Optimization exercise on an open flow, not production practice. RTL: at most simulated, not proved equivalent. Function not checked: run 1. Power: default activity.

==> flow/design.v <==
module psfc (
    input  logic        clk,
    input  logic        rst,
    input  logic [7:0]  bus_addr,
    input  logic        bus_wr,
    input  logic        bus_rd,
    input  logic [31:0] bus_wdata,
    output logic [31:0] bus_rdata,
    output logic        irq,
    output logic [7:0]  tx_data,
    output logic        tx_valid,
    input  logic        tx_ready,
    input  logic [7:0]  rx_data,
    input  logic        rx_valid,
    output logic        rx_ready,
    input  logic        lnk_err
);
    localparam logic [31:0] ID_VALUE = 32'h5053_0001;
    localparam logic [7:0]  SYNC     = 8'hAA;
    localparam logic [1:0] S_IDLE   = 2'd0;
    localparam logic [1:0] S_TX     = 2'd1;
    localparam logic [1:0] S_RX     = 2'd2;
    localparam logic [1:0] S_SETTLE = 2'd3;
    localparam logic [3:0] OP_ENC_RAW  = 4'h1;
    localparam logic [3:0] OP_ENC_NUM  = 4'h2;
    localparam logic [3:0] OP_DECODE   = 4'h3;
    localparam logic [3:0] OP_XFER     = 4'h4;
    localparam logic [3:0] OP_REMOTE   = 4'h5;
    localparam logic [3:0] OP_OUTPUT   = 4'h6;
    localparam logic [3:0] OP_SET_MAXV = 4'h7;
    localparam logic [3:0] OP_SET_IMAX = 4'h8;
    localparam logic [3:0] OP_STATUS   = 4'h9;
    localparam logic [3:0] OP_RAMP     = 4'hA;
    localparam logic [3:0] OP_VALIDATE = 4'hB;
    localparam logic [3:0] OP_UNPACK   = 4'hC;
    localparam logic [2:0] E_NONE     = 3'd0;
    localparam logic [2:0] E_ENCODING = 3'd1;
    localparam logic [2:0] E_FRAME    = 3'd2;
    localparam logic [2:0] E_COMM     = 3'd3;
    localparam logic [2:0] E_NACK     = 3'd4;
    localparam logic [2:0] E_ILLEGAL  = 3'd5;
    localparam logic [2:0] E_ARGUMENT = 3'd6;
    localparam logic [3:0] D_LEN       = 4'd1;
    localparam logic [3:0] D_SYNC      = 4'd2;
    localparam logic [3:0] D_CHK       = 4'd3;
    localparam logic [3:0] D_TIMEOUT   = 4'd4;
    localparam logic [3:0] D_LINK      = 4'd5;
    localparam logic [3:0] D_NACK      = 4'd6;
    localparam logic [3:0] D_PAYLEN    = 4'd7;
    localparam logic [3:0] D_BAD_OP    = 4'd8;
    localparam logic [3:0] D_BAD_SUB   = 4'd9;
    localparam logic [3:0] D_RSVD_BITS = 4'd10;
    localparam logic [3:0] D_BAD_FLAG  = 4'd11;
    localparam logic [3:0] D_ZERO_STEP = 4'd12;
    localparam logic [3:0] D_RANGE     = 4'd13;
    localparam logic [3:0] D_BAD_FIELD = 4'd14;
    localparam logic [5:0] A_ID        = 6'h00;
    localparam logic [5:0] A_CMD       = 6'h01;
    localparam logic [5:0] A_STATUS    = 6'h02;
    localparam logic [5:0] A_CFG       = 6'h03;
    localparam logic [5:0] A_DEV_ADDR  = 6'h04;
    localparam logic [5:0] A_ARG       = 6'h05;
    localparam logic [5:0] A_PAYLEN    = 6'h06;
    localparam logic [5:0] A_RXLEN     = 6'h07;
    localparam logic [5:0] A_RX_TMO    = 6'h08;
    localparam logic [5:0] A_RAMP_FROM = 6'h09;
    localparam logic [5:0] A_RAMP_TO   = 6'h0A;
    localparam logic [5:0] A_RAMP_STEP = 6'h0B;
    localparam logic [5:0] A_RAMP_OFF  = 6'h0C;
    localparam logic [5:0] A_SETTLE    = 6'h0D;
    localparam logic [5:0] A_RAMP_POS  = 6'h0E;
    localparam logic [5:0] A_RAMP_CNT  = 6'h0F;
    localparam logic [5:0] A_ERR_INFO  = 6'h10;
    localparam logic [5:0] A_RESULT    = 6'h11;
    localparam logic [5:0] A_DEC_HDR   = 6'h12;
    localparam logic [5:0] A_DEC_FLAGS = 6'h13;
    localparam logic [5:0] A_CUR_MEAS  = 6'h14;
    localparam logic [5:0] A_VOLT_MEAS = 6'h15;
    localparam logic [5:0] A_IMAX      = 6'h16;
    localparam logic [5:0] A_VMAX      = 6'h17;
    localparam logic [5:0] A_VSET      = 6'h18;
    function automatic logic [4:0] nbytes(input logic [31:0] v);
        if (v[31:24] != 8'd0)      nbytes = 5'd4;
        else if (v[23:16] != 8'd0) nbytes = 5'd3;
        else if (v[15:8] != 8'd0)  nbytes = 5'd2;
        else                       nbytes = 5'd1;
    endfunction
    function automatic logic sub_in_set(input logic [7:0] s);
        sub_in_set = (s == 8'h20) || (s == 8'h21) || (s == 8'h22) ||
               (s == 8'h23) || (s == 8'h24) || (s == 8'h26);
    endfunction
    logic [31:0]  cmd_q;
    logic [1:0]   st;
    logic         done, fv, busy_wr, stray;
    logic [1:0]   cfg;
    logic [7:0]   dev_addr;
    logic [31:0]  arg;
    logic [4:0]   paylen;
    logic [4:0]   rxlen;
    logic [31:0]  rx_timeout;
    logic [31:0]  ramp_from, ramp_to, ramp_step, ramp_offset, settle;
    logic [31:0]  ramp_pos, ramp_cnt;
    logic [3:0]   ei_detail;
    logic [7:0]   ei_sub;
    logic [31:0]  result;
    logic [31:0]  dec_hdr;
    logic [7:0]   chk_calc, chk_rcv;
    logic         chk_ok;
    logic [7:0]   cur_hi;
    logic [31:0]  volt_meas;
    logic [15:0]  imax;
    logic [31:0]  vmax, vset;
    logic [207:0] txbuf;
    logic [207:0] rxbuf;
    logic [175:0] paybuf;
    logic [7:0]   tsum, rsum;        
    logic         pv;                
    logic         rv;                
    logic         dv;                
    logic         cv;                
    logic [4:0]   txidx;
    logic [31:0]  cnt;               
    logic [31:0]  r_c;
    logic         r_final;
    wire [3:0] opr = cmd_q[3:0];
    wire [5:0] wa   = bus_addr[7:2];
    wire       busy = (st != S_IDLE);
    wire       in_x = st[0] ^ st[1];           
    wire addr_is_reg = (wa <= A_VSET) ||
                       (wa >= 6'h20 && wa <= 6'h26) ||
                       (wa >= 6'h28 && wa <= 6'h2E) ||
                       (wa >= 6'h30 && wa <= 6'h35);
    wire host_wr = bus_wr && !busy && (wa != A_STATUS);
    wire accept  = host_wr && (wa == A_CMD);
    wire wr_tx   = host_wr && (wa[5:3] == 3'b100) && (wa[2:0] != 3'd7);
    wire wr_rx   = host_wr && (wa[5:3] == 3'b101) && (wa[2:0] != 3'd7);
    wire [3:0] c_op   = bus_wdata[3:0];
    wire       c_buf  = bus_wdata[4];
    wire [7:0] c_sub  = bus_wdata[15:8];
    wire [4:0] c_off  = bus_wdata[20:16];
    wire [2:0] c_wid  = bus_wdata[23:21];
    wire       c_rsvd = (bus_wdata[7:5] != 3'd0) || (bus_wdata[31:24] != 8'd0);
    wire       c_bad  = (c_op == 4'h0) || (c_op >= 4'hD);
    wire [2:0] err_v;
    logic [31:0] rw [0:63];
    logic        rok [0:63];
    logic [31:0] rd;
    always_comb begin
        for (int i = 0; i < 64; i++) begin rw[i] = 32'd0; rok[i] = 1'b1; end
        rw[A_ID]        = ID_VALUE;
        rw[A_CMD]       = cmd_q;
        rw[A_STATUS]    = {14'd0, stray, busy_wr, 6'd0, st, 1'b0, err_v, 1'b0, fv, done, busy};
        rw[A_CFG]       = {30'd0, cfg};
        rw[A_DEV_ADDR]  = {24'd0, dev_addr};
        rw[A_ARG]       = arg;
        rw[A_PAYLEN]    = {27'd0, paylen};
        rw[A_RXLEN]     = {27'd0, rxlen};
        rw[A_RX_TMO]    = rx_timeout;
        rw[A_RAMP_FROM] = ramp_from;
        rw[A_RAMP_TO]   = ramp_to;
        rw[A_RAMP_STEP] = ramp_step;
        rw[A_RAMP_OFF]  = ramp_offset;
        rw[A_SETTLE]    = settle;
        rw[A_RAMP_POS]  = ramp_pos;                    rok[A_RAMP_POS]  = pv;
        rw[A_RAMP_CNT]  = ramp_cnt;
        rw[A_ERR_INFO]  = {12'd0, (ei_detail != 4'd0) ? opr : 4'd0, ei_sub, 4'd0, ei_detail};
        rw[A_RESULT]    = result;                      rok[A_RESULT]    = rv;
        rw[A_DEC_HDR]   = dec_hdr;                     rok[A_DEC_HDR]   = dv;
        rw[A_DEC_FLAGS] = {13'd0, dv && (dec_hdr[30:24] != 7'd0), dv && (dec_hdr[23:16] == 8'h80),
                           {chk_ok, chk_rcv, chk_calc} & {17{cv}}};
        rw[A_CUR_MEAS]  = {16'd0, cur_hi, dec_hdr[23:16]}; rok[A_CUR_MEAS] = dv;
        rw[A_VOLT_MEAS] = volt_meas;                   rok[A_VOLT_MEAS] = dv;
        rw[A_IMAX]      = {16'd0, imax};               rok[A_IMAX]      = dv;
        rw[A_VMAX]      = vmax;                        rok[A_VMAX]      = dv;
        rw[A_VSET]      = vset;                        rok[A_VSET]      = dv;
        for (int k = 0; k < 6; k++) begin
            rw[6'h20 + k] = txbuf[32*k +: 32];
            rw[6'h28 + k] = rxbuf[32*k +: 32];
        end
        rw[6'h26] = {16'd0, txbuf[207:192]};
        rw[6'h2E] = {16'd0, rxbuf[207:192]};
        for (int k = 0; k < 5; k++) rw[6'h30 + k] = paybuf[32*k +: 32];
        rw[6'h35] = {16'd0, paybuf[175:160]};
        rd = 32'd0;
        for (int i = 0; i < 64; i++)
            rd = rd | (rw[i] & {32{(wa == 6'(i)) && rok[i]}});
    end
    assign bus_rdata = rd;
    logic [2:0] err_c;
    always_comb begin
        case (ei_detail)
            D_LEN:                           err_c = E_FRAME;
            D_SYNC, D_CHK:                   err_c = (opr == OP_RAMP) ? E_COMM : E_FRAME;
            D_TIMEOUT, D_LINK:               err_c = E_COMM;
            D_NACK:                          err_c = E_NACK;
            D_PAYLEN:                        err_c = E_ENCODING;
            D_BAD_OP, D_BAD_SUB, D_RSVD_BITS: err_c = E_ILLEGAL;
            D_BAD_FLAG, D_ZERO_STEP, D_RANGE, D_BAD_FIELD: err_c = E_ARGUMENT;
            default:                         err_c = E_NONE;
        endcase
    end
    assign err_v = err_c;
    wire       rx_store = in_x && (rxlen < 5'd26) && rx_valid;
    wire [4:0] rxlen_nx = rxlen + {4'd0, rx_store};
    wire       rx_last  = (rxlen_nx == 5'd26);
    wire       hwb  = wr_tx || wr_rx;
    wire       hw4  = hwb && (wa[2:0] != 3'd6);
    wire [7:0] nb0  = bus_wdata[7:0]   & {8{hwb}};
    wire [7:0] nb1  = bus_wdata[15:8]  & {8{hw4}};
    wire [7:0] nb2  = bus_wdata[23:16] & {8{hw4}};
    wire [7:0] nb3  = bus_wdata[31:24] & {8{hw4}};
    wire [7:0] ob0  = ~rd[7:0]   & {8{hwb}};
    wire [7:0] ob1  = ~rd[15:8]  & {8{hw4}};
    wire [7:0] ob2  = ~rd[23:16] & {8{hw4}};
    wire [7:0] ob3  = ~rd[31:24] & {8{hw4}};
    wire [7:0] ocor = {5'd0, hw4, 1'b0, hwb && !hw4};    
    wire [7:0] rx_add = (rx_store && rxlen < 5'd25) ? rx_data : 8'd0;
    wire [7:0] sbase  = wr_tx ? tsum : rsum;
    wire [7:0] dc_rcv  = (rx_store && rxlen == 5'd25) ? rx_data : rxbuf[207:200];
    wire       val_tx  = accept && (c_op == OP_VALIDATE) && c_buf;
    wire [7:0] ck_calc = val_tx ? tsum : rsum;
    wire [7:0] ck_rcv  = val_tx ? txbuf[207:200] : dc_rcv;
    wire       ck_eq   = (ck_calc == ck_rcv);
    wire       dc_sync = (rxbuf[7:0] == SYNC);
    wire       dc_chkbad = cfg[0] && !ck_eq;
    wire       dc_ack_ok = (rxbuf[31:24] == 8'h80);
    wire [4:0]   up_off = busy ? txidx : c_off;
    wire         up_tx  = busy || c_buf;
    wire [5:0]   up_end = {1'b0, c_off} + {3'd0, c_wid};
    wire         up_bad = (c_wid == 3'd0) || (c_wid > 3'd4) || (up_end > 6'd26);
    logic [151:0] us16;                                                           
    always_comb begin
        for (int j = 0; j < 19; j++) begin
            if (j < 10 && up_off[4])
                us16[8*j +: 8] = up_tx ? txbuf[8*(j+16) +: 8] : rxbuf[8*(j+16) +: 8];
            else
                us16[8*j +: 8] = up_tx ? txbuf[8*j +: 8] : rxbuf[8*j +: 8];
        end
    end
    wire [87:0]  us8  = up_off[3] ? us16[151:64] : us16[87:0];                     
    wire [55:0]  us4  = up_off[2] ? us8[87:32]   : us8[55:0];                      
    wire [39:0]  us2  = up_off[1] ? us4[55:16]   : us4[39:0];                      
    wire [31:0]  us1  = up_off[0] ? us2[39:8]    : us2[31:0];
    wire [31:0]  up_val = {us1[31:24] & {8{c_wid > 3'd3}},
                           us1[23:16] & {8{c_wid > 3'd2}},
                           us1[15:8]  & {8{c_wid > 3'd1}},
                           us1[7:0]};
    wire cnt_hit = (cnt[31:1] == 31'd0);
    logic x_end, x_fail, x_to_rx;
    logic [3:0] x_det;
    always_comb begin
        x_end = 1'b0; x_fail = 1'b0; x_det = 4'd0; x_to_rx = 1'b0;
        if (in_x) begin
            if (lnk_err) begin
                x_end = 1'b1; x_fail = 1'b1; x_det = D_LINK;
            end else if (st == S_TX) begin
                if (tx_ready && txidx == 5'd25) begin
                    if (rx_last) x_end = 1'b1;
                    else         x_to_rx = 1'b1;
                end
            end else if (rx_last) begin
                x_end = 1'b1;
            end else if (rx_timeout != 32'd0 && cnt_hit) begin
                x_end = 1'b1; x_fail = 1'b1; x_det = D_TIMEOUT;
            end
        end
    end
    wire [31:0] rs_v  = busy ? r_c : ramp_from;    
    wire        rs_up = (ramp_to > ramp_from);
    wire [32:0] rs_r33   = {1'b0, rs_v} + {1'b0, ramp_step ^ {32{!rs_up}}} + {32'd0, !rs_up};
    wire [31:0] rs_r     = rs_r33[31:0];
    wire        rs_final = rs_up ? (rs_r33[32] || rs_r >= ramp_to)
                                 : (!rs_r33[32] || rs_r <= ramp_to);
    wire [31:0] rs_c     = rs_final ? ramp_to : rs_r;
    wire [33:0] rs_w34   = {2'b00, rs_c} + {{2{ramp_offset[31]}}, ramp_offset};
    wire        rs_range = rs_w34[33] || rs_w34[32];
    wire [31:0] rs_w     = rs_w34[31:0];
    logic       fin;
    logic [3:0] fin_det;
    logic       do_build, do_start, dec_len_fail, do_dec, dec_good, do_val, do_unpack;
    logic       ramp_acc, do_rstep, ramp_rec, go_settle;
    always_comb begin
        fin = 1'b0; fin_det = 4'd0;
        do_build = 1'b0; do_start = 1'b0;
        dec_len_fail = 1'b0; do_dec = 1'b0; dec_good = 1'b0;
        do_val = 1'b0; do_unpack = 1'b0;
        ramp_acc = 1'b0; do_rstep = 1'b0; ramp_rec = 1'b0; go_settle = 1'b0;
        if (accept) begin
            fin = 1'b1;
            if (c_bad) begin
                fin_det = D_BAD_OP;
            end else if (c_rsvd) begin
                fin_det = D_RSVD_BITS;
            end else begin
                case (c_op)
                    OP_ENC_RAW: begin
                        if (!sub_in_set(c_sub))  fin_det = D_BAD_SUB;
                        else if (paylen > 5'd22) fin_det = D_PAYLEN;
                        else                     do_build = 1'b1;
                    end
                    OP_ENC_NUM: begin
                        if (!sub_in_set(c_sub)) fin_det = D_BAD_SUB;
                        else                    do_build = 1'b1;
                    end
                    OP_DECODE: begin
                        if (rxlen != 5'd26) begin
                            dec_len_fail = 1'b1; fin_det = D_LEN;
                        end else begin
                            do_dec = 1'b1;
                            if (!dc_sync)       fin_det = D_SYNC;
                            else if (dc_chkbad) fin_det = D_CHK;
                            else                dec_good = 1'b1;
                        end
                    end
                    OP_XFER: begin
                        fin = 1'b0; do_start = 1'b1;
                    end
                    OP_REMOTE, OP_OUTPUT: begin
                        if (arg[31:1] != 31'd0) fin_det = D_BAD_FLAG;
                        else begin fin = 1'b0; do_build = 1'b1; do_start = 1'b1; end
                    end
                    OP_SET_MAXV, OP_SET_IMAX, OP_STATUS: begin
                        fin = 1'b0; do_build = 1'b1; do_start = 1'b1;
                    end
                    OP_RAMP: begin
                        ramp_acc = 1'b1;
                        if (ramp_from == ramp_to) ;
                        else if (ramp_step == 32'd0) fin_det = D_ZERO_STEP;
                        else begin
                            do_rstep = 1'b1;
                            if (rs_range) fin_det = D_RANGE;
                            else begin fin = 1'b0; do_build = 1'b1; do_start = 1'b1; end
                        end
                    end
                    OP_VALIDATE: do_val = 1'b1;
                    OP_UNPACK: begin
                        if (up_bad) fin_det = D_BAD_FIELD;
                        else        do_unpack = 1'b1;
                    end
                    default: ;
                endcase
            end
        end else if (x_end) begin
            if (x_fail) begin
                fin = 1'b1; fin_det = x_det;
            end else if (opr == OP_XFER) begin
                fin = 1'b1;
            end else begin
                do_dec = 1'b1;
                if (!dc_sync) begin
                    fin = 1'b1; fin_det = D_SYNC;
                end else if (dc_chkbad) begin
                    fin = 1'b1; fin_det = D_CHK;
                end else begin
                    dec_good = 1'b1;
                    if (opr != OP_STATUS && !dc_ack_ok) begin
                        fin = 1'b1; fin_det = D_NACK;
                    end else if (opr != OP_RAMP) begin
                        fin = 1'b1;
                    end else begin
                        ramp_rec = 1'b1;
                        if (settle != 32'd0) go_settle = 1'b1;
                        else if (r_final)    fin = 1'b1;
                        else                 do_rstep = 1'b1;
                    end
                end
            end
        end else if (st == S_SETTLE && cnt_hit) begin
            if (r_final) fin = 1'b1;
            else         do_rstep = 1'b1;
        end
        if (do_rstep && !accept) begin
            if (rs_range) begin
                fin = 1'b1; fin_det = D_RANGE;
            end else begin
                do_build = 1'b1; do_start = 1'b1;
            end
        end
    end
    wire [3:0] cur_op = busy ? opr : c_op;
    logic [7:0] op_sub;
    always_comb begin
        case (cur_op)
            OP_ENC_RAW, OP_ENC_NUM: op_sub = c_sub;
            OP_XFER:     op_sub = txbuf[23:16];
            OP_REMOTE:   op_sub = 8'h20;
            OP_OUTPUT:   op_sub = 8'h21;
            OP_SET_MAXV: op_sub = 8'h22;
            OP_SET_IMAX: op_sub = 8'h24;
            OP_STATUS:   op_sub = 8'h26;
            OP_RAMP:     op_sub = 8'h23;
            default:     op_sub = 8'h00;
        endcase
    end
    wire [7:0] fin_sub = (accept && (c_bad || c_rsvd)) ? 8'd0 : op_sub;
    wire is_raw = accept && (c_op == OP_ENC_RAW);
    wire [31:0] lo32 = busy ? rs_w :
                       (c_op == OP_RAMP) ? rs_w :
                       (c_op == OP_STATUS) ? 32'd0 : arg;
    logic [175:0] bld_pay;
    always_comb begin
        for (int i = 0; i < 22; i++) begin
            if (i < 4)
                bld_pay[8*i +: 8] = is_raw ? (paybuf[8*i +: 8] & {8{5'(i) < paylen}}) : lo32[8*i +: 8];
            else
                bld_pay[8*i +: 8] = paybuf[8*i +: 8] & {8{is_raw && !rst && (5'(i) < paylen)}};
        end
    end
    wire [4:0] bld_len = (!busy && c_op == OP_STATUS) ? 5'd0 : nbytes(lo32);
    wire        t_bld = do_build;
    logic [7:0] tsumo;
    always_comb begin
        tsumo = (t_bld ? SYNC : sbase)
              + (t_bld ? dev_addr : (nb0 | rx_add))
              + (t_bld ? op_sub : nb1)
              + (t_bld ? bld_pay[7:0]   : nb2)
              + (t_bld ? bld_pay[15:8]  : nb3)
              + (t_bld ? bld_pay[23:16] : ob0)
              + (t_bld ? bld_pay[31:24] : ob1)
              + (bld_pay[39:32] | (ob2  & {8{!t_bld}}))
              + (bld_pay[47:40] | (ob3  & {8{!t_bld}}))
              + (bld_pay[55:48] | (ocor & {8{!t_bld}}));
        for (int i = 7; i < 22; i++) tsumo = tsumo + bld_pay[8*i +: 8];
    end
    wire [7:0] bld_chk = tsumo;
    wire [7:0] snext   = tsumo;
    wire        nrst  = !rst;
    wire        clr   = rst || do_start;                
    wire [31:0] wz    = bus_wdata & {32{nrst}};
    wire [31:0] wzc   = bus_wdata & {32{!clr}};
    wire [31:0] wz500 = (bus_wdata & {32{nrst}}) | (32'd500 & {32{rst}});
    wire        build_q = do_build && nrst;
    wire        pay_q   = do_build && !is_raw && nrst;
    wire [31:0] wzp   = bus_wdata & {32{!(rst || pay_q)}};
    wire [31:0] wzb   = bus_wdata & {32{nrst && !do_build}};
    wire        rx_store_q = rx_store && !clr;
    wire [31:0] rx_col = rx_store_q ? {4{rx_data}} : wzc;     
    wire        w1c   = bus_wr && (wa == A_STATUS);
    wire hw_cfg  = host_wr && (wa == A_CFG);
    wire hw_dev  = host_wr && (wa == A_DEV_ADDR);
    wire hw_arg  = host_wr && (wa == A_ARG);
    wire hw_pln  = host_wr && (wa == A_PAYLEN);
    wire hw_rln  = host_wr && (wa == A_RXLEN);
    wire hw_tmo  = host_wr && (wa == A_RX_TMO);
    wire hw_from = host_wr && (wa == A_RAMP_FROM);
    wire hw_to   = host_wr && (wa == A_RAMP_TO);
    wire hw_step = host_wr && (wa == A_RAMP_STEP);
    wire hw_off  = host_wr && (wa == A_RAMP_OFF);
    wire hw_set  = host_wr && (wa == A_SETTLE);
    logic [1:0] st_nx;
    always_comb begin
        st_nx = st;
        if (do_start)       st_nx = S_TX;
        else if (fin)       st_nx = S_IDLE;
        else if (go_settle) st_nx = S_SETTLE;
        else if (x_to_rx)   st_nx = S_RX;
    end
    always_ff @(posedge clk) begin
        st      <= st_nx & {2{nrst}};
        done    <= nrst && (fin || (done && !accept && !(w1c && bus_wdata[1])));
        busy_wr <= nrst && ((bus_wr && busy && !w1c && addr_is_reg) ||
                            (busy_wr && !(w1c && bus_wdata[16])));
        stray   <= nrst && ((rx_valid && !rx_store) || (stray && !(w1c && bus_wdata[17])));
        if (rst || dec_len_fail || do_dec) fv <= dec_good && nrst;
        if (rst || accept)  cmd_q       <= wz;
        if (rst || hw_cfg)  cfg         <= wz[1:0];
        if (rst || hw_dev)  dev_addr    <= wz[7:0];
        if (rst || hw_arg)  arg         <= wz;
        if (rst || hw_tmo)  rx_timeout  <= wz;
        if (rst || hw_from) ramp_from   <= wz;
        if (rst || hw_to)   ramp_to     <= wz;
        if (rst || hw_step) ramp_step   <= wz500;
        if (rst || hw_off)  ramp_offset <= wz;
        if (rst || hw_set)  settle      <= wz;
        if (rst || hw_pln || pay_q) paylen <= pay_q ? bld_len : wz[4:0];
        if (clr || hw_rln || rx_store) rxlen <= (rx_store && !clr) ? rxlen_nx : wzc[4:0];
        pv <= nrst && (pv || ramp_acc);
        rv <= nrst && (rv || do_unpack);
        dv <= nrst && (dv || dec_good);
        cv <= nrst && (cv || do_dec || do_val);
        if (ramp_acc || ramp_rec) ramp_pos <= rs_v;
        ramp_cnt <= (ramp_cnt + {31'd0, ramp_rec}) & {32{!(rst || ramp_acc)}};
        if (rst || accept || fin) begin
            ei_detail <= fin_det & {4{nrst}};
            ei_sub    <= fin_sub & {8{nrst && (fin_det != 4'd0)}};
        end
        if (do_unpack) result <= up_val;
        if (dec_good) begin
            dec_hdr   <= {rxbuf[79:72], rxbuf[31:24], rxbuf[23:16], rxbuf[15:8]};
            cur_hi    <= rxbuf[39:32];
            volt_meas <= rxbuf[71:40];
            imax      <= rxbuf[95:80];
            vmax      <= rxbuf[127:96];
            vset      <= rxbuf[159:128];
        end
        if (do_dec || do_val) begin
            chk_calc <= ck_calc;
            chk_rcv  <= ck_rcv;
            chk_ok   <= ck_eq;
        end
        if (rst || wr_tx || build_q) tsum <= tsumo & {8{nrst}};
        if (clr || wr_rx || rx_store) rsum <= snext & {8{!clr}};
    end
    wire [207:0] bld_frame = {bld_chk, bld_pay, op_sub, dev_addr, SYNC};
    wire [207:0] bq_mask = {{8{build_q}}, 144'h0, {56{build_q}}} | {8'h0, {144{1'b1}}, 56'h0};
    genvar gk;
    generate
        for (gk = 0; gk < 7; gk++) begin : g_word
            localparam int W = (gk == 6) ? 16 : 32;
            wire tx_we = rst || build_q || (wr_tx && wa[2:0] == 3'(gk));
            always_ff @(posedge clk)
                if (tx_we) txbuf[32*gk +: W] <= (bld_frame[32*gk +: W] & bq_mask[32*gk +: W]) | wzb[W-1:0];
        end
        for (gk = 0; gk < 26; gk++) begin : g_rxbyte
            wire st_i = rx_store && (rxlen == 5'(gk));
            wire rx_we = clr || st_i || (wr_rx && wa[2:0] == 3'(gk / 4));
            always_ff @(posedge clk)
                if (rx_we) rxbuf[8*gk +: 8] <= rx_col[8*(gk % 4) +: 8];
        end
        for (gk = 0; gk < 6; gk++) begin : g_payword
            localparam int W = (gk == 5) ? 16 : 32;
            wire pb_we = rst || pay_q || (host_wr && wa == 6'h30 + 6'(gk));
            if (gk == 0) begin : g_lo
                always_ff @(posedge clk)
                    if (pb_we) paybuf[31:0] <= (lo32 & {32{pay_q}}) | wzp;
            end else begin : g_hi
                always_ff @(posedge clk)
                    if (pb_we) paybuf[32*gk +: W] <= wzp[W-1:0];
            end
        end
    endgenerate
    always_ff @(posedge clk) begin
        if (do_start)                                txidx <= 5'd0;
        else if (st == S_TX && tx_ready && !lnk_err) txidx <= txidx + 5'd1;
        if (go_settle)       cnt <= settle;
        else if (st == S_TX) cnt <= rx_timeout;
        else                 cnt <= cnt - 32'd1;
        if (do_rstep) begin
            r_c     <= rs_c;
            r_final <= rs_final;
        end
    end
    assign irq      = done && cfg[1];
    assign tx_valid = (st == S_TX);
    assign tx_data  = us1[7:0];
    assign rx_ready = 1'b1;
    wire unused_rd = bus_rd;
endmodule
==> flow/run.sh <==
#!/bin/bash
# synth_recipe.tcl (not shown) runs the flow's synth.tcl, then flattens the netlist and writes it again
# the make line also repeats each setting of config.mk as NAME=value (left out here)
make -C /OpenROAD-flow-scripts/flow DESIGN_CONFIG=/design/flow/config.mk WORK_HOME=/design/flow/orfs CLKGATE_MAP_FILE= SYNTH_SCRIPT=/design/flow/synth_recipe.tcl finish
==> flow/config.mk <==
export PLATFORM = sky130hd
export DESIGN_NAME = psfc
export DESIGN_NICKNAME = psfc
export VERILOG_FILES = /design/flow/design.v
export SDC_FILE = /design/flow/constraint.sdc
export NUM_CORES = 4
export LEC_CHECK = 0
export CAP_MARGIN = 20
export CORE_MARGIN = 2
export CORE_UTILIZATION = 33
export CTS_CLUSTER_DIAMETER = 80
export CTS_CLUSTER_SIZE = 15
export PLACE_DENSITY = 0.45
export SLEW_MARGIN = 20
==> flow/constraint.sdc <==
create_clock -name core_clock -period 25.0 [get_ports {clk}]
set_input_delay 5.0000 -clock core_clock [delete_from_list [all_inputs] [get_ports {clk}]]
set_output_delay 5.0000 -clock core_clock [all_outputs]
set_load 0.01 [all_outputs]
==> results of run 1 <==
[through the flow]
step / util / instances / hold slack [ps] / setup slack, ps
CTS: 0.3791 / 9089 / 467.0 / 2584
global route: 0.3800 / 9126 / 487.9 / 1777
global placement: 0.3609 / 8893 / 444.9 / 2559
detailed placement: 0.3613 / 8896 / 449.1 / 2689
floorplan: - / 6090 / 431.8 / 8494
finish: 0.3807 / 9183 / 468.2 / 1796
[how the worst min path moves through the flow]
stage               slack, ps  cells after the start    endpoint  startpoint
floorplan                 430                      2  rv$_DFF_P_  rv$_DFF_P_
global placement          440                      1  cv$_DFF_P_  cv$_DFF_P_
detailed placement        450                      1  cv$_DFF_P_  cv$_DFF_P_
CTS                       470                      1  cv$_DFF_P_  cv$_DFF_P_
global route              490                      1  cv$_DFF_P_  cv$_DFF_P_
finish                    470                      1  cv$_DFF_P_  cv$_DFF_P_
[power by group]
part | internal, mW | switching [mW] | total, mW | leakage (nW)
combinational | 0.435 | 0.919 | 1.35 | 15.0
sequential | 2.42 | 0.191 | 2.61 | 12.2
clock | 0.967 | 0.929 | 1.90 | 1.77
total | 3.82 | 2.04 | 5.86 | 28.9
[cell families (layout without fill, tap and decap cells)]
logic type | count (synthesis) | in the layout | synth area share
and+or+nand+nor | 1895 | 1895 | 0.1323
adders and majority gates | 303 | 303 | 0.07087
xor gates and xnor gates | 203 | 203 | 0.02586
buffers and inverters | 690 | 914 | 0.03907
muxes | 198 | 198 | 0.04466
other | 1 | 82 | 0.00005455
DFF | 1241 | 1241 | 0.5307
AOI/OAI and AO/OA | 1559 | 1559 | 0.1565
[critical path: cells and delay by family (launching register included)]
kind,cells,cell delay (ps)
AOI/OAI and AO/OA,19,5440
xor gates and xnor gates,10,3090
adders and majority gates,11,5210
buffers and inverters,5,1190
DFF,1,820
muxes,2,700
and+or+nand+nor,19,6490
[synth_stat cells, drive strengths merged, types with 86 or more instances]
library cell / instances
xor2: 90
inv: 332
a21oi: 339
nand4: 94
ha: 159
nor2: 352
fa: 144
clkbuf: 277
a221oi: 105
and2: 86
o21ai: 234
a22oi: 350
xnor2: 113
a22o: 99
nand2: 748
edfxtp: 1163
nand3: 137
[flip-flops by register name, summed over array words and instances, names as in the netlist, 16 cells and up]
| register | flops |
|---|---|
| txbuf | 208 |
| vmax | 32 |
| rx_timeout | 32 |
| result | 32 |
| arg | 32 |
| dec_hdr | 32 |
| ramp_step | 32 |
| paybuf | 176 |
| volt_meas | 32 |
| cmd_q | 32 |
| ramp_pos | 32 |
| settle | 32 |
| cnt | 32 |
| ramp_to | 32 |
| vset | 32 |
| imax | 16 |
| ramp_offset | 32 |
| ramp_cnt | 32 |
| rxbuf | 208 |
| ramp_from | 32 |
| r_c | 32 |
[routing by layer]
metal / routed length, µm / up-vias / global-route usage
met3: 86230 / 1785 / 0.2811
met1: 175600 / 33260 / 0.5365
met5: 1268 / - / 0.03789
li1: - / 23380 / -
met2: 196200 / 6753 / 0.6240
met4: 52290 / 38 / 0.3897
[final cells by class]
type / count / share of cell area
multi-input cells: 4159 / 0.3862
diodes: 81 / 0.002571
repair buffers: 388 / 0.04166
inverters: 333 / 0.01595
well taps: 2788 / 0.04425
clock inverters: 53 / 0.008380
clock buffers: 140 / 0.03822
flip-flops and latches: 1241 / 0.4628
==> notes.md, run 1 <==
- Outcome: no timing/DRC/antenna violations
- Number of buffers on the longest clock path: 3
- Post-detailed-route count of antenna-violating nets: 0
- Design area: 78840 µm²
- Critical Setup Path Class: flip-flop to flip-flop
- Final HPWL from detailed placement: 375300 µm
- Wirelength, routed: 511600 µm
- Worst reg2reg path startpoint: ramp_from[27]$_DFFE_PP_
- Clock tree from TritonCTS: built
- Kind of launch point of the worst setup path: flip-flop
- PortBufs: 93
- Sink Count: 1241
- Static leakage: 28.90 nW
- Data required time of the critical path: 25650 ps
- Number of enable-type register cells in the synthesized netlist: 1163
- Vias in the first global route: 57.91k
- Global-route wire length before repair: 636200 µm
- FFs w/ async S/R, synth: 0
- Remaining global-route overflow: 0
- Number of I/O pins: 98
- Cell with the biggest individual delay on the critical path: sky130_fd_sc_hd__nand4_1
- Clock root buffer master: sky130_fd_sc_hd__clkbuf_16
- Violation count after the first detailed-routing iteration: 13.67k
- Count of filler cells inserted in the layout: 20.26k
- Clock-pin slew on the worst setup and hold paths: 80 ps
- Worst min path class: flip-flop to flip-flop
- DIE HEIGHT: 460.4 µm
- Total placed instance area: 74820 µm²
- Max FO, Critical Path: 28
- Critical Path End Type: flip-flop
- Post-synth top flop: sky130_fd_sc_hd__edfxtp_1
- Worst clock skew: 33.82 ps
- Delay contributed by the slowest stage of the critical path: 890 ps
- Core area: 207100 µm²
- Maximum number of pins on one net before global-route repair: 94
- Detail-routed net length per standard cell: 55.71 µm
- Number of setup violations in the final report: 0
- Commonest cells after routing, fill and taps aside: 1163 x sky130_fd_sc_hd__edfxtp_1, 726 x sky130_fd_sc_hd__nand2_1, 349 x sky130_fd_sc_hd__a22oi_1
- Post-Synthesis Cell Area: 68750 µm²
- Worst-Margin Slew: 1379 ps
- Max-slew violations: 0
- Instance count of the mapped netlist: 6090
- Number of antenna violations at the first check in global routing: 102
- Dominant cell type by area after synthesis: sky130_fd_sc_hd__edfxtp_1
- Register cell area after layout: 36490 µm²
- Worst-Skew Late Latency: 820 ps
- Max frequency: 0.04310 GHz
- Drt drc: 0
- GRT Util Overall: 0.4724
- Worst reg2reg setup slack: 1800 ps
- Total of hold buffers inserted after clock tree synthesis: 0
- Leading cell type in the layout, fill and taps excluded: sky130_fd_sc_hd__edfxtp_1
- Multi-input gate area: 30450 µm²
- Arrival time of the worst setup path: 23860 ps
- Final Hold Violating Endpoints: 0
- Register area share after synthesis: 0.5307
- Setup crit end: rsum[7]$_DFFE_PP_
- Launching instance or port of the critical path: ramp_from[27]$_DFFE_PP_
- Weighted congestion reported at the end of routability-driven placement: 1.114
- Clock buffer count from CTS: 112
- Crit-path most repeated cell: sky130_fd_sc_hd__xnor2_1
- Peak ir drop on the vdd network: 0.05916 mV
- Row count: 167
- Clock H-tree levels: 3
- Post-route total power: 5.860 mW
- Post-synthesis area per instance: 11.29 µm²
- Worst-case headroom to the max-slew limit: 0.07703
- Yosys warning count: 21
- Max Cap Viol: 0
- Top cell type's share of synthesized area: 0.5080
- Post-Route Setup TNS: 0 ps
- Number of nets in the synthesized netlist: 6448
- Initial core utilization: 0.3320
- First-pass iteration count of the detailed router: 9
- Nets: 6593
- Proportion of layout cells with a drive suffix above 1: 0.1311
- Number of vias in the routed layout: 65.21k
- Buffer count from post-CTS setup fixing: 0
- Final period utilization: 0.9282
- Time the worst path needs with I/O delays and setup: 23200 ps
- Flops & latches, synth: 1241
- Cells taking the most area after synthesis: sky130_fd_sc_hd__edfxtp_1 51%, sky130_fd_sc_hd__fa_1 4.2%, sky130_fd_sc_hd__nand2_1 4.1%
- Area growth from synthesis to layout: 14.67%
- Capture instance of the worst register-to-register path: rsum[7]$_DFFE_PP_
- Worst r2r path cells: 66
- Per-cell via count in the routed design: 7.101
- Power density normalized to cell area: 74.33 nW/µm²
- DIE AREA: 212000 µm²
- Die Wd: 460.4 µm
- Setup repair after global routing missed its margin: no
- Cell variety after synth: 104
- Count of cells resized by post-cts repair: 0
==> run 2: changes to the inputs <==
--- a/flow/design.v
+++ b/flow/design.v
@@ -402,9 +402,10 @@
         for (int i = 0; i < 22; i++) begin
             if (i < 4)
-                bld_pay[8*i +: 8] = is_raw ? (paybuf[8*i +: 8] & {8{5'(i) < paylen}}) : lo32[8*i +: 8];
+                bld_pay[8*i +: 8] = (paybuf[8*i +: 8] & {8{is_raw && !rst && (5'(i) < paylen)}}) | lo32g[8*i +: 8];
             else
                 bld_pay[8*i +: 8] = paybuf[8*i +: 8] & {8{is_raw && !rst && (5'(i) < paylen)}};
         end
     end
+    wire [31:0] lo32g = lo32 & {32{do_build && !is_raw && !rst}};
     wire [4:0] bld_len = (!busy && c_op == OP_STATUS) ? 5'd0 : nbytes(lo32);
     wire        t_bld = do_build;
@@ -414,8 +415,8 @@
               + (t_bld ? dev_addr : (nb0 | rx_add))
               + (t_bld ? op_sub : nb1)
-              + (t_bld ? bld_pay[7:0]   : nb2)
-              + (t_bld ? bld_pay[15:8]  : nb3)
-              + (t_bld ? bld_pay[23:16] : ob0)
-              + (t_bld ? bld_pay[31:24] : ob1)
+              + (bld_pay[7:0]   | (nb2 & {8{!t_bld}}))
+              + (bld_pay[15:8]  | (nb3 & {8{!t_bld}}))
+              + (bld_pay[23:16] | (ob0 & {8{!t_bld}}))
+              + (bld_pay[31:24] | (ob1 & {8{!t_bld}}))
               + (bld_pay[39:32] | (ob2  & {8{!t_bld}}))
               + (bld_pay[47:40] | (ob3  & {8{!t_bld}}))
@@ -503,5 +504,5 @@
     end
     wire [207:0] bld_frame = {bld_chk, bld_pay, op_sub, dev_addr, SYNC};
-    wire [207:0] bq_mask = {{8{build_q}}, 144'h0, {56{build_q}}} | {8'h0, {144{1'b1}}, 56'h0};
+    wire [207:0] bq_mask = {{8{build_q}}, 176'h0, {24{build_q}}} | {8'h0, {176{1'b1}}, 24'h0};
     genvar gk;
     generate
@@ -523,5 +524,5 @@
             if (gk == 0) begin : g_lo
                 always_ff @(posedge clk)
-                    if (pb_we) paybuf[31:0] <= (lo32 & {32{pay_q}}) | wzp;
+                    if (pb_we) paybuf[31:0] <= lo32g | wzp;
             end else begin : g_hi
                 always_ff @(posedge clk)
==> run 2 against run 1 <==
Against the previous run: the layout now fails its checks (max-slew violations); synthesized cell count decreased by 1.5%; combinational power up 7%; highest routed layer unchanged; register-to-register slack better by 210 ps; setup slack gained 210 ps.
==> notes.md, run 2 <==
- DIE HEIGHT: 459.8 µm
- Yosys warning count: 21
- Cells taking the most area after synthesis: sky130_fd_sc_hd__edfxtp_1 51%, sky130_fd_sc_hd__fa_1 4.2%, sky130_fd_sc_hd__a22oi_1 3.7%
- Clock tree from TritonCTS: built
- Delay contributed by the slowest stage of the critical path: 950 ps
- Die Wd: 459.8 µm
- Multi-input gate area: 30470 µm²
- Clock-pin slew on the worst setup and hold paths: 70 ps
- Per-cell via count in the routed design: 7.176
- Synth top cells by count: 1163 x sky130_fd_sc_hd__edfxtp_1, 630 x sky130_fd_sc_hd__nand2_1, 337 x sky130_fd_sc_hd__a22oi_1, 328 x sky130_fd_sc_hd__a21oi_1, 288 x sky130_fd_sc_hd__nor2_1
- Number of buffers on the longest clock path: 3
- Largest delay share family, worst path: compound AO/OA/AOI/OAI gates
- Post-detailed-route count of antenna-violating nets: 0
- Total of hold buffers inserted after clock tree synthesis: 0
- Clock buffer count from CTS: 116
- Clock root buffer master: sky130_fd_sc_hd__clkbuf_16
- Sink Count: 1241
- Flops & latches, synth: 1241
- Maximum number of pins on one net before global-route repair: 106
- Proportion of layout cells with a drive suffix above 1: 0.1416
- Critical path buffers and inverters: 12
- Core area: 206900 µm²
- Weighted congestion reported at the end of routability-driven placement: 1.102
- Max FO, Critical Path: 32
- Worst clock skew: 60.49 ps
- Count of filler cells inserted in the layout: 20.23k
- Hold_ws: 465.1 ps
- Detail-routed net length per standard cell: 58.50 µm
- Launching instance or port of the critical path: ramp_from[21]$_DFFE_PP_
- Power density normalized to cell area: 76.23 nW/µm²
- Count of cells resized by post-cts repair: 0
- Final Hold Violating Endpoints: 0
- Critical Setup Path Class: flip-flop to flip-flop
- Worst min path class: flip-flop to flip-flop
- Vias in the first global route: 57.29k
- FFs w/ async S/R, synth: 0
- Register area share after synthesis: 0.5321
- Data required time of the critical path: 25560 ps
- Instance count of the mapped netlist: 5996
- Violated checks: max-slew violations
- Peak ir drop on the vdd network: 0.06429 mV
- Outcome: complete, but fails checks
- Worst-Skew Late Latency: 850 ps
- Static leakage: 28.83 nW
- Post-route total power: 6.007 mW
- Post-synth top flop: sky130_fd_sc_hd__edfxtp_1
- Number of antenna violations at the first check in global routing: 102
- PortBufs: 93
- Worst reg2reg path startpoint: ramp_from[21]$_DFFE_PP_
- GRT Util Overall: 0.4884
- Number of I/O pins: 98
- Number of nets in the synthesized netlist: 6355
- Leading registers by flop count: rxbuf: 208 flops, txbuf: 208 flops, paybuf: 176 flops
- Violation count after the first detailed-routing iteration: 13.22k
- Wirelength, routed: 528500 µm
- Clock H-tree levels: 3
- Final HPWL from detailed placement: 400900 µm
- Post-synthesis area per instance: 11.44 µm²
- Number of setup violations in the final report: 0
- Cell with the biggest individual delay on the critical path: sky130_fd_sc_hd__o311ai_0
- Final period utilization: 0.9199
- Post-Route Setup TNS: 0 ps
- Kind of launch point of the worst setup path: flip-flop
- Beginning of the worst hold path: rv$_DFF_P_
- Initial core utilization: 0.3315
- Crit-path most repeated cell: sky130_fd_sc_hd__fa_1
- Arrival time of the worst setup path: 23560 ps
- Area growth from synthesis to layout: 14.92%
- Time the worst path needs with I/O delays and setup: 23000 ps
- Dominant cell type by area after synthesis: sky130_fd_sc_hd__edfxtp_1
- Remaining global-route overflow: 0
- Global-route wire length before repair: 653200 µm
- DIE AREA: 211400 µm²
- Commonest cells after routing, fill and taps aside: 1163 x sky130_fd_sc_hd__edfxtp_1, 615 x sky130_fd_sc_hd__nand2_1, 337 x sky130_fd_sc_hd__a22oi_1
- First-pass iteration count of the detailed router: 19
- Max frequency: 0.04348 GHz
- Setup repair after global routing missed its margin: no
- Max Cap Viol: 0
- Top cell type's share of synthesized area: 0.5093
- Nets: 6538
- Number of vias in the routed layout: 64.83k
- Utilization of the core after routing: 0.3809
- Register cell area after layout: 36490 µm²
- Number of enable-type register cells in the synthesized netlist: 1163
- Drt drc: 0
- Buffer count from post-CTS setup fixing: 0
- Max-slew violations: 1
- Worst-Margin Slew: 1548 ps
- Critical Path End Type: flip-flop
- Row count: 167
- Post-Synthesis Cell Area: 68570 µm²
- Leading cell type in the layout, fill and taps excluded: sky130_fd_sc_hd__edfxtp_1
- Worst-case headroom to the max-slew limit: -0.03196
- Most frequent cell after synthesis: sky130_fd_sc_hd__edfxtp_1
- Cell variety after synth: 91
-- run 2: cell count changes in the layout (fill, tap and decap cells not counted), sizes merged, moves of 36 or more --
cell	previous run	this run
nand2	748	631
or2	36	89
nor2	352	290
inv	351	308
and2	86	155
nand4	94	130
-- run 2: report_power, final --
group	switching [mW]	internal [mW]	leakage [nW]
clock network	0.974	0.957	1.84
registers	0.210	2.42	12.2
logic	0.968	0.477	14.8
total	2.15	3.85	28.8
-- run 2: routing by layer --
layer / vias to the layer above / part of all wire / global-route usage
met5: - / 0.00080 / 0.005741
met3: 1596 / 0.17 / 0.2805
met1: 33430 / 0.36 / 0.5897
li1: 23160 / - / -
met2: 6599 / 0.39 / 0.6500
met4: 42 / 0.084 / 0.3268
-- run 2: cell families (layout without fill, tap and decap cells) --
family | count (synthesis) | count (layout) | synth area share
AO/OA/AOI/OAI | 1509 | 1509 | 0.1492
XOR/XNOR | 200 | 200 | 0.02635
adder cells (fa/ha/maj) | 304 | 304 | 0.07124
buffers and inverters | 625 | 900 | 0.03487
flip-flops | 1241 | 1241 | 0.5321
multiplexers | 205 | 205 | 0.04591
other | 1 | 60 | 0.00005469
AND/OR/NAND/NOR | 1911 | 1911 | 0.1403
-- run 2: stage by stage --
stage,cells,worst slack (ps),cell area [µm²]
final,9034,2002,78790
after global routing,8981,1425,78660
after CTS,8968,2534,78540
after detailed placement,8758,2673,74750
after global placement,8755,2633,74700
after floorplan,5996,7729,68570
-- run 2: final cells by class --
type	instances	area share
Antenna cell	59	0.001874
Clock buffer	145	0.03902
Clock inverter	65	0.009146
Inverter	286	0.01362
Multi-Input combinational cell	4130	0.3868
Sequential cell	1241	0.4630
Tap cell	2704	0.04294
Timing Repair Buffer	404	0.04360
-- run 2: worst paths after layout --
check                      end  slack, ps  depth (start not counted)
max reg2reg  tsum[7]$_DFFE_PP_       2000                         74
min reg2reg         rv$_DFF_P_        470                          1
max          tsum[7]$_DFFE_PP_       2000                         74
min                 rv$_DFF_P_        470                          1
==> run 3: changes to the inputs <==
--- a/flow/config.mk
+++ b/flow/config.mk
@@ -6,9 +6,9 @@
 export NUM_CORES = 4
 export LEC_CHECK = 0
-export CAP_MARGIN = 20
+export CAP_MARGIN = 30
 export CORE_MARGIN = 2
 export CORE_UTILIZATION = 33
-export CTS_CLUSTER_DIAMETER = 80
-export CTS_CLUSTER_SIZE = 15
+export CTS_CLUSTER_DIAMETER = 100
+export CTS_CLUSTER_SIZE = 20
 export PLACE_DENSITY = 0.45
 export SLEW_MARGIN = 20
==> run 3 against run 2 <==
Against the previous run: the run now finishes clean; first-iteration DRC count up 2.2%; routed wire length about the same; register-to-register slack better by 490 ps; total power down 5.5%; critical path depth down 1; non-clock buffer count up 36; clock skew up 8.7 ps; area after synthesis unchanged; utilization down 0.33 points; largest power group unchanged; maximum frequency up 2.2%; global-route usage down 0.070 points; die area unchanged.
==> notes.md, run 3 <==
- Critical Path End Type: flip-flop
- PortBufs: 93
- Post-detailed-route count of antenna-violating nets: 0
- Max FO, Critical Path: 32
- Die Wd: 459.8 µm
- Outcome: no timing/DRC/antenna violations
- Layout Cells excl Fill: 9005
- Top cell type's share of synthesized area: 0.5093
- Hold Path Stages: 1
- DIE HEIGHT: 459.8 µm
- Worst-Skew Late Latency: 810 ps
- Violation count after the first detailed-routing iteration: 13.51k
- Post-synth top flop: sky130_fd_sc_hd__edfxtp_1
- Cells taking the most area after synthesis: sky130_fd_sc_hd__edfxtp_1 51%, sky130_fd_sc_hd__fa_1 4.2%, sky130_fd_sc_hd__a22oi_1 3.7%
- Kind of launch point of the worst setup path: flip-flop
- Post-synthesis area per instance: 11.44 µm²
- Worst clock skew: 69.15 ps
- Proportion of layout cells with a drive suffix above 1: 0.1388
- Clock H-tree levels: 3
- Max Cap Viol: 0
- Flops & latches, synth: 1241
- Worst-case hold path end point: rv$_DFF_P_
- Most utilized layer in the global route result: met2
- Count of cells resized by post-cts repair: 0
- Clock tree from TritonCTS: built
- Area growth from synthesis to layout: 13.93%
- Crit-path most repeated cell: sky130_fd_sc_hd__fa_1
- Setup repair after global routing missed its margin: no
- GRT Util Overall: 0.4877
- First-pass iteration count of the detailed router: 9
- Worst reg2reg setup slack: 2490 ps
- Register area share after synthesis: 0.5321
- Number of buffers on the longest clock path: 3
- Post-Synthesis Cell Area: 68570 µm²
- DIE AREA: 211400 µm²
- Cell variety after synth: 91
- Wirelength, routed: 528400 µm
- Final period utilization: 0.9003
- Detail-routed net length per standard cell: 58.68 µm
- FFs w/ async S/R, synth: 0
- Weighted congestion reported at the end of routability-driven placement: 1.102
- Clock buffer count from CTS: 82
- Max frequency: 0.04443 GHz
- Data required time of the critical path: 25500 ps
- Number of setup violations in the final report: 0
- Yosys warning count: 21
- Number of antenna violations at the first check in global routing: 98
- Critical Setup Path Class: flip-flop to flip-flop
- Clock-pin slew on the worst setup and hold paths: 90 ps
- Met2 routing resource usage after global routing: 0.6459
- Dominant cell type by area after synthesis: sky130_fd_sc_hd__edfxtp_1
- Beginning of the worst hold path: rv$_DFF_P_
- Worst r2r path cells: 73
- Nets: 6540
- Worst min path class: flip-flop to flip-flop
- Leading cell type in the layout, fill and taps excluded: sky130_fd_sc_hd__edfxtp_1
- Per-cell via count in the routed design: 7.198
- Number of vias in the routed layout: 64.82k
- Worst-case headroom to the max-slew limit: 0.07453
- Drt drc: 0
- Worst-Margin Slew: 1388 ps
- Global-route wire length before repair: 652600 µm
- Arrival time of the worst setup path: 23010 ps
- Synth top cells by count: 1163 x sky130_fd_sc_hd__edfxtp_1, 630 x sky130_fd_sc_hd__nand2_1, 337 x sky130_fd_sc_hd__a22oi_1, 328 x sky130_fd_sc_hd__a21oi_1, 288 x sky130_fd_sc_hd__nor2_1
- Leading registers by flop count: rxbuf: 208 flops, txbuf: 208 flops, paybuf: 176 flops
- Commonest cells after routing, fill and taps aside: 1163 x sky130_fd_sc_hd__edfxtp_1, 615 x sky130_fd_sc_hd__nand2_1, 337 x sky130_fd_sc_hd__a22oi_1
- Sink Count: 1241
- Most frequent cell after synthesis: sky130_fd_sc_hd__edfxtp_1
- Initial core utilization: 0.3315
- Global routing usage on met1: 0.5922
- Static leakage: 28.53 nW
- Time the worst path needs with I/O delays and setup: 22510 ps
- Maximum number of pins on one net before global-route repair: 106
- Number of nets in the synthesized netlist: 6355
- Cell with the biggest individual delay on the critical path: sky130_fd_sc_hd__a221oi_1
- Peak ir drop on the vdd network: 0.06097 mV
- Core area: 206900 µm²
- Capture instance of the worst register-to-register path: tsum[7]$_DFFE_PP_
- Remaining global-route overflow: 0
- Buffer count from post-CTS setup fixing: 0
- Number of I/O pins: 98
- Total of hold buffers inserted after clock tree synthesis: 0
- Post-Place Cells: 8779
- Power density normalized to cell area: 72.65 nW/µm²
- Row count: 167
- Instance count of the mapped netlist: 5996
- Final Hold Violating Endpoints: 0
- Post-Route Setup TNS: 0 ps
- Vias in the first global route: 57.01k
- Met3 Resource Use GR: 0.2731
- Worst reg2reg path startpoint: ramp_from[16]$_DFFE_PP_
- Clock root buffer master: sky130_fd_sc_hd__clkbuf_16
- Max-slew violations: 0
- Post-route total power: 5.675 mW
- Number of enable-type register cells in the synthesized netlist: 1163
- Delay contributed by the slowest stage of the critical path: 940 ps
- Utilization of the core after routing: 0.3776
- Final HPWL from detailed placement: 403000 µm
==> run 3: cell counts after synthesis <==
No cell type changed its count.
==> run 3: cell families after synthesis <==
| group | share of synthesized area |
|---|---|
| xor+xnor | 0.02635 |
| compound gates | 0.1492 |
| fa+ha+maj | 0.07124 |
| simple gates | 0.1403 |
| other cells | 0.00005469 |
| buf+inv | 0.03487 |
| mux | 0.04591 |
| flops | 0.5321 |
==> run 3: critical path, delay by kind of cell, from the launching register on <==
family | cells | cell delay [ps]
flip-flops | 1 | 700
adder cells (fa/ha/maj) | 12 | 5230
XOR/XNOR | 9 | 2620
AO/OA/AOI/OAI | 25 | 7720
buffers and inverters | 12 | 2170
AND/OR/NAND/NOR | 14 | 3320
multiplexers | 1 | 400
==> run 3: area by class of cell <==
type | instances | area, µm²
well taps | 2704 | 3383
multi-input cells | 4130 | 30460
fillers | 20310 | 128700
clock buffers | 110 | 2369
diodes | 67 | 167.7
flip-flops and latches | 1241 | 36490
inverters | 286 | 1074
clock inverters | 27 | 342.8
repair buffers | 440 | 3829
==> run 3: metrics by stage <==
stage / cell area (µm²) / setup slack (ps) / hold WS [ps]
4_1_cts: 77750 / 2566 / 470.6
3_5_place_dp: 75040 / 2680 / 449.2
6_report: 78110 / 2493 / 468.3
3_3_place_gp: 74700 / 2633 / 444.8
5_1_grt: 77960 / 1961 / 493.0
2_1_floorplan: 68570 / 7729 / 431.8
==> run 3: worst max-delay path by stage <==
| stage | start | to | slack [ps] | cells after the start |
|---|---|---|---|---|
| after floorplan | ramp_to[21]$_DFFE_PP_ | txbuf[207]$_DFFE_PP_ | 7730 | 72 |
| after global placement | ramp_from[16]$_DFFE_PP_ | tsum[7]$_DFFE_PP_ | 2630 | 74 |
| after detailed placement | ramp_from[16]$_DFFE_PP_ | tsum[7]$_DFFE_PP_ | 2680 | 74 |
| after CTS | ramp_from[16]$_DFFE_PP_ | tsum[7]$_DFFE_PP_ | 2570 | 74 |
| after global routing | ramp_from[21]$_DFFE_PP_ | tsum[7]$_DFFE_PP_ | 1960 | 74 |
| final | ramp_from[16]$_DFFE_PP_ | tsum[7]$_DFFE_PP_ | 2490 | 73 |
==> run 3: where the power goes <==
group | internal, mW | leakage [nW] | total, mW | switching [mW]
logic | 0.482 | 15.0 | 1.46 | 0.973
clock network | 0.715 | 1.32 | 1.59 | 0.874
registers | 2.42 | 12.2 | 2.63 | 0.210
total | 3.62 | 28.5 | 5.67 | 2.06
==> run 3: routing by layer <==
layer	wire length [µm]	share of wire
met5	442	0.00084
met3	85990	0.16
met1	193200	0.37
met2	203200	0.38
met4	45500	0.086
==> run 4: changes to the inputs <==
--- a/flow/config.mk
+++ b/flow/config.mk
@@ -8,7 +8,7 @@
 export CAP_MARGIN = 30
 export CORE_MARGIN = 2
-export CORE_UTILIZATION = 33
+export CORE_UTILIZATION = 36
 export CTS_CLUSTER_DIAMETER = 100
 export CTS_CLUSTER_SIZE = 20
-export PLACE_DENSITY = 0.45
-export SLEW_MARGIN = 20
+export PLACE_DENSITY = 0.5
+export SLEW_MARGIN = 25
==> run 4 against run 3 <==
Against the previous run: cell count is 2.6% lower; area after synthesis did not move; utilization is 2.9 points higher; synthesized cell count unchanged; total power decreased by 2.5%; flip-flop and latch count stayed put; non-clock buffer count down 33; routed wire length decreased by 7.6%; first-iteration DRC count increased by 4.4%; highest routed layer unchanged.
==> notes.md, run 4 <==
- Worst-Skew Late Latency: 810 ps
- Setup crit end: rsum[7]$_DFFE_PP_
- Nets: 6504
- Static leakage: 28.20 nW
- Instance count of the mapped netlist: 5996
- Amount of wire on met3 after detailed routing: 89330 µm
- Remaining global-route overflow: 0
- Wirelength, routed: 488200 µm
- Launching instance or port of the critical path: ramp_from[25]$_DFFE_PP_
- Post-Route Setup TNS: 0 ps
- Violation count after the first detailed-routing iteration: 14.10k
- Max FO, Critical Path: 32
- Time the worst path needs with I/O delays and setup: 22950 ps
- Worst min path class: flip-flop to flip-flop
- Peak ir drop on the vdd network: 0.07408 mV
- Max frequency: 0.04357 GHz
- Weighted congestion reported at the end of routability-driven placement: 1.143
- DIE HEIGHT: 440.4 µm
- Post-synthesis area per instance: 11.44 µm²
- Number of setup violations in the final report: 0
- Hold Path Stages: 2
- First-pass iteration count of the detailed router: 9
- Total of hold buffers inserted after clock tree synthesis: 0
- Max-slew violations: 0
- Outcome: no timing/DRC/antenna violations
- Leading registers by flop count: rxbuf: 208 flops, txbuf: 208 flops, paybuf: 176 flops
- Top layer used by detailed routing: met5
- Critical Path End Type: flip-flop
- PortBufs: 93
- Vias in the first global route: 56.73k
- Flops & latches, synth: 1241
- Clock buffer count from CTS: 79
- Most frequent cell after synthesis: sky130_fd_sc_hd__edfxtp_1
- Detail Route met2 WL: 183600 µm
- Register area share after synthesis: 0.5321
- Post-Synthesis Cell Area: 68570 µm²
- Commonest cells after routing, fill and taps aside: 1163 x sky130_fd_sc_hd__edfxtp_1, 616 x sky130_fd_sc_hd__nand2_1, 337 x sky130_fd_sc_hd__a22oi_1
- Yosys warning count: 21
- Capture instance of the worst register-to-register path: rsum[7]$_DFFE_PP_
- Cells taking the most area after synthesis: sky130_fd_sc_hd__edfxtp_1 51%, sky130_fd_sc_hd__fa_1 4.2%, sky130_fd_sc_hd__a22oi_1 3.7%
- Cell with the biggest individual delay on the critical path: sky130_fd_sc_hd__o21ai_0
- Count of filler cells inserted in the layout: 18.29k
- Arrival time of the worst setup path: 23470 ps
- Critical Setup Path Class: flip-flop to flip-flop
- Leading cell type in the layout, fill and taps excluded: sky130_fd_sc_hd__edfxtp_1
- Synth top cells by count: 1163 x sky130_fd_sc_hd__edfxtp_1, 630 x sky130_fd_sc_hd__nand2_1, 337 x sky130_fd_sc_hd__a22oi_1, 328 x sky130_fd_sc_hd__a21oi_1, 288 x sky130_fd_sc_hd__nor2_1
- Kind of launch point of the worst setup path: flip-flop
- Hold_ws: 476.7 ps
- Detail-routed net length per standard cell: 55.66 µm
- Global-route wire length before repair: 609500 µm
- Worst-case headroom to the max-slew limit: 0.1603
- Utilization of the core after routing: 0.4067
- Per-cell via count in the routed design: 7.383
- Final HPWL from detailed placement: 368600 µm
- Worst-Margin Slew: 1257 ps
- Worst clock skew: 48.48 ps
- FFs w/ async S/R, synth: 0
- Setup repair after global routing missed its margin: no
- Power density normalized to cell area: 71.67 nW/µm²
- Post-detailed-route count of antenna-violating nets: 0
- Buffer count from post-CTS setup fixing: 0
- Cell variety after synth: 91
- Final Hold Violating Endpoints: 0
- Clock H-tree levels: 3
- Number of antenna violations at the first check in global routing: 70
- Clock-pin slew on the worst setup and hold paths: 90 ps
- Number of I/O pins: 98
- Worst reg2reg setup slack: 2050 ps
- Sink Count: 1241
- Core area: 189800 µm²
- Row count: 160
- Worst reg2reg path startpoint: ramp_from[25]$_DFFE_PP_
- Routed length on met1: 169300 µm
- GRT Util Overall: 0.4915
- Count of cells resized by post-cts repair: 0
- Die Wd: 440.4 µm
- Number of vias in the routed layout: 64.77k
- Clock root buffer master: sky130_fd_sc_hd__clkbuf_16
- Max Cap Viol: 0
- Area growth from synthesis to layout: 12.56%
- Number of enable-type register cells in the synthesized netlist: 1163
- Maximum number of pins on one net before global-route repair: 108
- Final period utilization: 0.9181
- Post-route total power: 5.532 mW
- Clock tree from TritonCTS: built
- Number of nets in the synthesized netlist: 6355
- Number of buffers on the longest clock path: 3
- Drt drc: 0
- Data required time of the critical path: 25520 ps
- Dominant cell type by area after synthesis: sky130_fd_sc_hd__edfxtp_1
- Delay contributed by the slowest stage of the critical path: 970 ps
- Beginning of the worst hold path: cv$_DFF_P_
- Worst r2r path cells: 73
- Top cell type's share of synthesized area: 0.5093
- Post-synth top flop: sky130_fd_sc_hd__edfxtp_1
- Initial core utilization: 0.3613
- Proportion of layout cells with a drive suffix above 1: 0.1326
- DIE AREA: 194000 µm²
run 4: cell counts after synthesis:
Identical to the previous run, type by type.
run 4: kinds of logic (layout without fill, tap and decap cells):
group,count (synthesis),in the layout,share of synthesized area
DFF,1241,1241,0.5321
adders and majority gates,304,304,0.07124
other,1,64,0.00005469
AOI/OAI and AO/OA,1509,1509,0.1492
buffers and inverters,625,827,0.03487
muxes,205,205,0.04591
and+or+nand+nor,1911,1911,0.1403
xor gates and xnor gates,200,200,0.02635
run 4: power by group:
part | total (mW) | switching [mW] | internal, mW
clock network | 1.50 | 0.838 | 0.663
logic | 1.41 | 0.936 | 0.472
registers | 2.62 | 0.204 | 2.42
run 4: worst max-delay path: cells and delay by family, from the launching register on:
kind                       cells  cell delay (ps)
AOI/OAI and AO/OA             30             9290
xor gates and xnor gates       9             2560
buffers and inverters         12             2080
DFF                            1              600
and+or+nand+nor                9             1950
adders and majority gates     12             5630
muxes                          1              460
run 4: area by class of cell:
class,count,area (µm²),area share
sequential,1241,36490,0.4727
multi-input combinational,4130,30410,0.3941
timing repair buffer,407,3405,0.04411
tap,2511,3142,0.04071
clock buffer,106,2195,0.02844
inverter,286,1074,0.01391
clock inverter,28,309.0,0.004004
antenna,63,157.7,0.002043
run 4: through the flow:
stage / area (µm²) / cells / setup slack [ps]
final: 77180 / 8772 / 2048
after global routing: 77040 / 8718 / 1526
after CTS: 76900 / 8698 / 2305
after detailed placement: 74400 / 8564 / 2432
after global placement: 74170 / 8550 / 1980
after floorplan: 68570 / 5996 / 7729
run 4: worst min-delay path by stage:
stage / endpoint
CTS: rv$_DFF_P_
global route: rv$_DFF_P_
global placement: cv$_DFF_P_
finish: cv$_DFF_P_
floorplan: cv$_DFF_P_
detailed placement: rv$_DFF_P_
run 4: layer usage:
| layer | vias to the layer above | global-route usage |
|---|---|---|
| met3 | 1761 | 0.3239 |
| met4 | 58 | 0.3448 |
| li1 | 23040 | - |
| met2 | 7130 | 0.6375 |
| met5 | - | 0.03821 |
| met1 | 32780 | 0.5726 |
==> run 5: changes to the inputs <==
--- a/flow/config.mk
+++ b/flow/config.mk
@@ -9,5 +9,5 @@
 export CORE_MARGIN = 2
 export CORE_UTILIZATION = 36
-export CTS_CLUSTER_DIAMETER = 100
+export CTS_CLUSTER_DIAMETER = 120
 export CTS_CLUSTER_SIZE = 20
 export PLACE_DENSITY = 0.5
==> run 5 against run 4 <==
Against the previous run: still clean on timing, DRC and antenna; area after synthesis stayed put; die area stayed put; utilization is 0.19 points lower; routed wire length hardly changed; sequential share of layout area is 0.23 points higher; critical endpoint is now txbuf[207]$_DFFE_PP_; global-route usage hardly changed; non-clock buffer count stayed put; total power is 2.1% lower.
==> notes.md, run 5 <==
- Outcome: no timing/DRC/antenna violations
- Worst-Skew Late Latency: 780 ps
- Crit-path most repeated cell: sky130_fd_sc_hd__a21oi_1
- Wirelength, routed: 487800 µm
- Detail Route met2 WL: 183800 µm
- Post-Synthesis Cell Area: 68570 µm²
- Number of vias in the routed layout: 64.74k
- Max frequency: 0.04379 GHz
- Per-cell via count in the routed design: 7.398
- Utilization of the core after routing: 0.4047
- Post-detailed-route count of antenna-violating nets: 0
- Most frequent cell after synthesis: sky130_fd_sc_hd__edfxtp_1
- Leading cell type in the layout, fill and taps excluded: sky130_fd_sc_hd__edfxtp_1
- Leading registers by flop count: rxbuf: 208 flops, txbuf: 208 flops, paybuf: 176 flops
- Violation count after the first detailed-routing iteration: 13.60k
- Clock-pin slew on the worst setup and hold paths: 90 ps
- Clock tree from TritonCTS: built
- Arrival time of the worst setup path: 23370 ps
- Worst r2r path cells: 73
- Capture instance of the worst register-to-register path: txbuf[207]$_DFFE_PP_
- Detail-routed net length per standard cell: 55.74 µm
- Weighted congestion reported at the end of routability-driven placement: 1.143
- Core area: 189800 µm²
- Worst min path class: flip-flop to flip-flop
- Layout Cells excl Fill: 8751
- Clock H-tree levels: 3
- DIE HEIGHT: 440.4 µm
- Worst-case hold path end point: rv$_DFF_P_
- Clock buffer count from CTS: 72
- Proportion of layout cells with a drive suffix above 1: 0.1291
- Drt drc: 0
- Critical Setup Path Class: flip-flop to flip-flop
- Maximum number of pins on one net before global-route repair: 108
- Instance count of the mapped netlist: 5996
- Max Cap Viol: 0
- Post-Place Cells: 8564
- Top cell type's share of synthesized area: 0.5093
- Commonest cells after routing, fill and taps aside: 1163 x sky130_fd_sc_hd__edfxtp_1, 616 x sky130_fd_sc_hd__nand2_1, 337 x sky130_fd_sc_hd__a22oi_1
- Power density normalized to cell area: 70.48 nW/µm²
- Hold Path Stages: 1
- Worst reg2reg setup slack: 2160 ps
- Number of buffers on the longest clock path: 3
- Cell variety after synth: 91
- Post-Route Setup TNS: 0 ps
- Area growth from synthesis to layout: 12.03%
- Top layer used by detailed routing: met5
- Final Hold Violating Endpoints: 0
- Critical Path End Type: flip-flop
- Sink Count: 1241
- Cells taking the most area after synthesis: sky130_fd_sc_hd__edfxtp_1 51%, sky130_fd_sc_hd__fa_1 4.2%, sky130_fd_sc_hd__a22oi_1 3.7%
- Remaining global-route overflow: 0
- Final HPWL from detailed placement: 368600 µm
- Static leakage: 28.03 nW
- Post-route total power: 5.414 mW
- Peak ir drop on the vdd network: 0.07117 mV
- Number of setup violations in the final report: 0
- Beginning of the worst hold path: rv$_DFF_P_
- Count of cells resized by post-cts repair: 0
- Dominant cell type by area after synthesis: sky130_fd_sc_hd__edfxtp_1
- Max FO, Critical Path: 32
- Total of hold buffers inserted after clock tree synthesis: 0
- First-pass iteration count of the detailed router: 10
- DIE AREA: 194000 µm²
- Die Wd: 440.4 µm
- Nets: 6497
- Final period utilization: 0.9135
- Global-route wire length before repair: 609900 µm
- Amount of wire on met3 after detailed routing: 87890 µm
- Row count: 160
- Setup repair after global routing missed its margin: no
- Register area share after synthesis: 0.5321
==> run 5: worst max path at each step <==
stage,end,slack (ps),start,depth (start not counted)
after floorplan,txbuf[207]$_DFFE_PP_,7730,ramp_to[21]$_DFFE_PP_,72
after global placement,rsum[7]$_DFFE_PP_,1980,ramp_from[16]$_DFFE_PP_,74
after detailed placement,rsum[7]$_DFFE_PP_,2430,ramp_from[25]$_DFFE_PP_,73
after CTS,rsum[7]$_DFFE_PP_,2300,ramp_from[25]$_DFFE_PP_,73
after global routing,rsum[7]$_DFFE_PP_,1700,ramp_from[25]$_DFFE_PP_,74
final,txbuf[207]$_DFFE_PP_,2160,ramp_from[25]$_DFFE_PP_,73
==> run 5: cell type report <==
| cell class | count | area [µm²] |
|---|---|---|
| diodes | 67 | 167.7 |
| repair buffers | 407 | 3403 |
| fillers | 18280 | 113000 |
| well taps | 2511 | 3142 |
| flip-flops and latches | 1241 | 36490 |
| clock buffers | 104 | 2049 |
| clock inverters | 5 | 67.56 |
| inverters | 286 | 1074 |
| multi-input cells | 4130 | 30420 |
==> run 5: routing by layer <==
metal  global-route usage  vias up
li1                     -    22990
met5              0.06129        -
met1               0.5758    32790
met3               0.3189     1772
met2               0.6377     7120
met4               0.3384       70
==> run 5: kinds of logic (layout without fill, tap and decap cells) <==
| family | Yosys count | count (layout) | synth area share |
|---|---|---|---|
| buffers and inverters | 625 | 802 | 0.03487 |
| XOR/XNOR | 200 | 200 | 0.02635 |
| adder cells (fa/ha/maj) | 304 | 304 | 0.07124 |
| multiplexers | 205 | 205 | 0.04591 |
| AND/OR/NAND/NOR | 1911 | 1911 | 0.1403 |
| flip-flops | 1241 | 1241 | 0.5321 |
| other | 1 | 68 | 0.00005469 |
| AO/OA/AOI/OAI | 1509 | 1509 | 0.1492 |
==> run 5: stage by stage <==
| stage | cell area [µm²] | setup WS [ps] | hold slack, ps |
|---|---|---|---|
| 2_1_floorplan | 68570 | 7729 | 431.8 |
| 3_3_place_gp | 74170 | 1980 | 448.0 |
| 3_5_place_dp | 74400 | 2432 | 457.7 |
| 4_1_cts | 76510 | 2303 | 479.2 |
| 5_1_grt | 76670 | 1696 | 487.8 |
| 6_report | 76810 | 2162 | 484.3 |
==> run 5: worst max-delay path: cells and delay by family, from the launching register on <==
| family | cells | cell delay [ps] |
|---|---|---|
| compound gates | 32 | 9270 |
| fa+ha+maj | 12 | 5670 |
| xor+xnor | 9 | 2700 |
| simple gates | 8 | 1910 |
| buf+inv | 11 | 1870 |
| flops | 1 | 620 |
| mux | 1 | 460 |
==> run 5: report_power, final <==
group / total [mW] / switching (mW) / internal, mW
Clock: 1.38 / 0.795 / 0.585
Sequential: 2.62 / 0.203 / 2.42
Combinational: 1.41 / 0.939 / 0.473
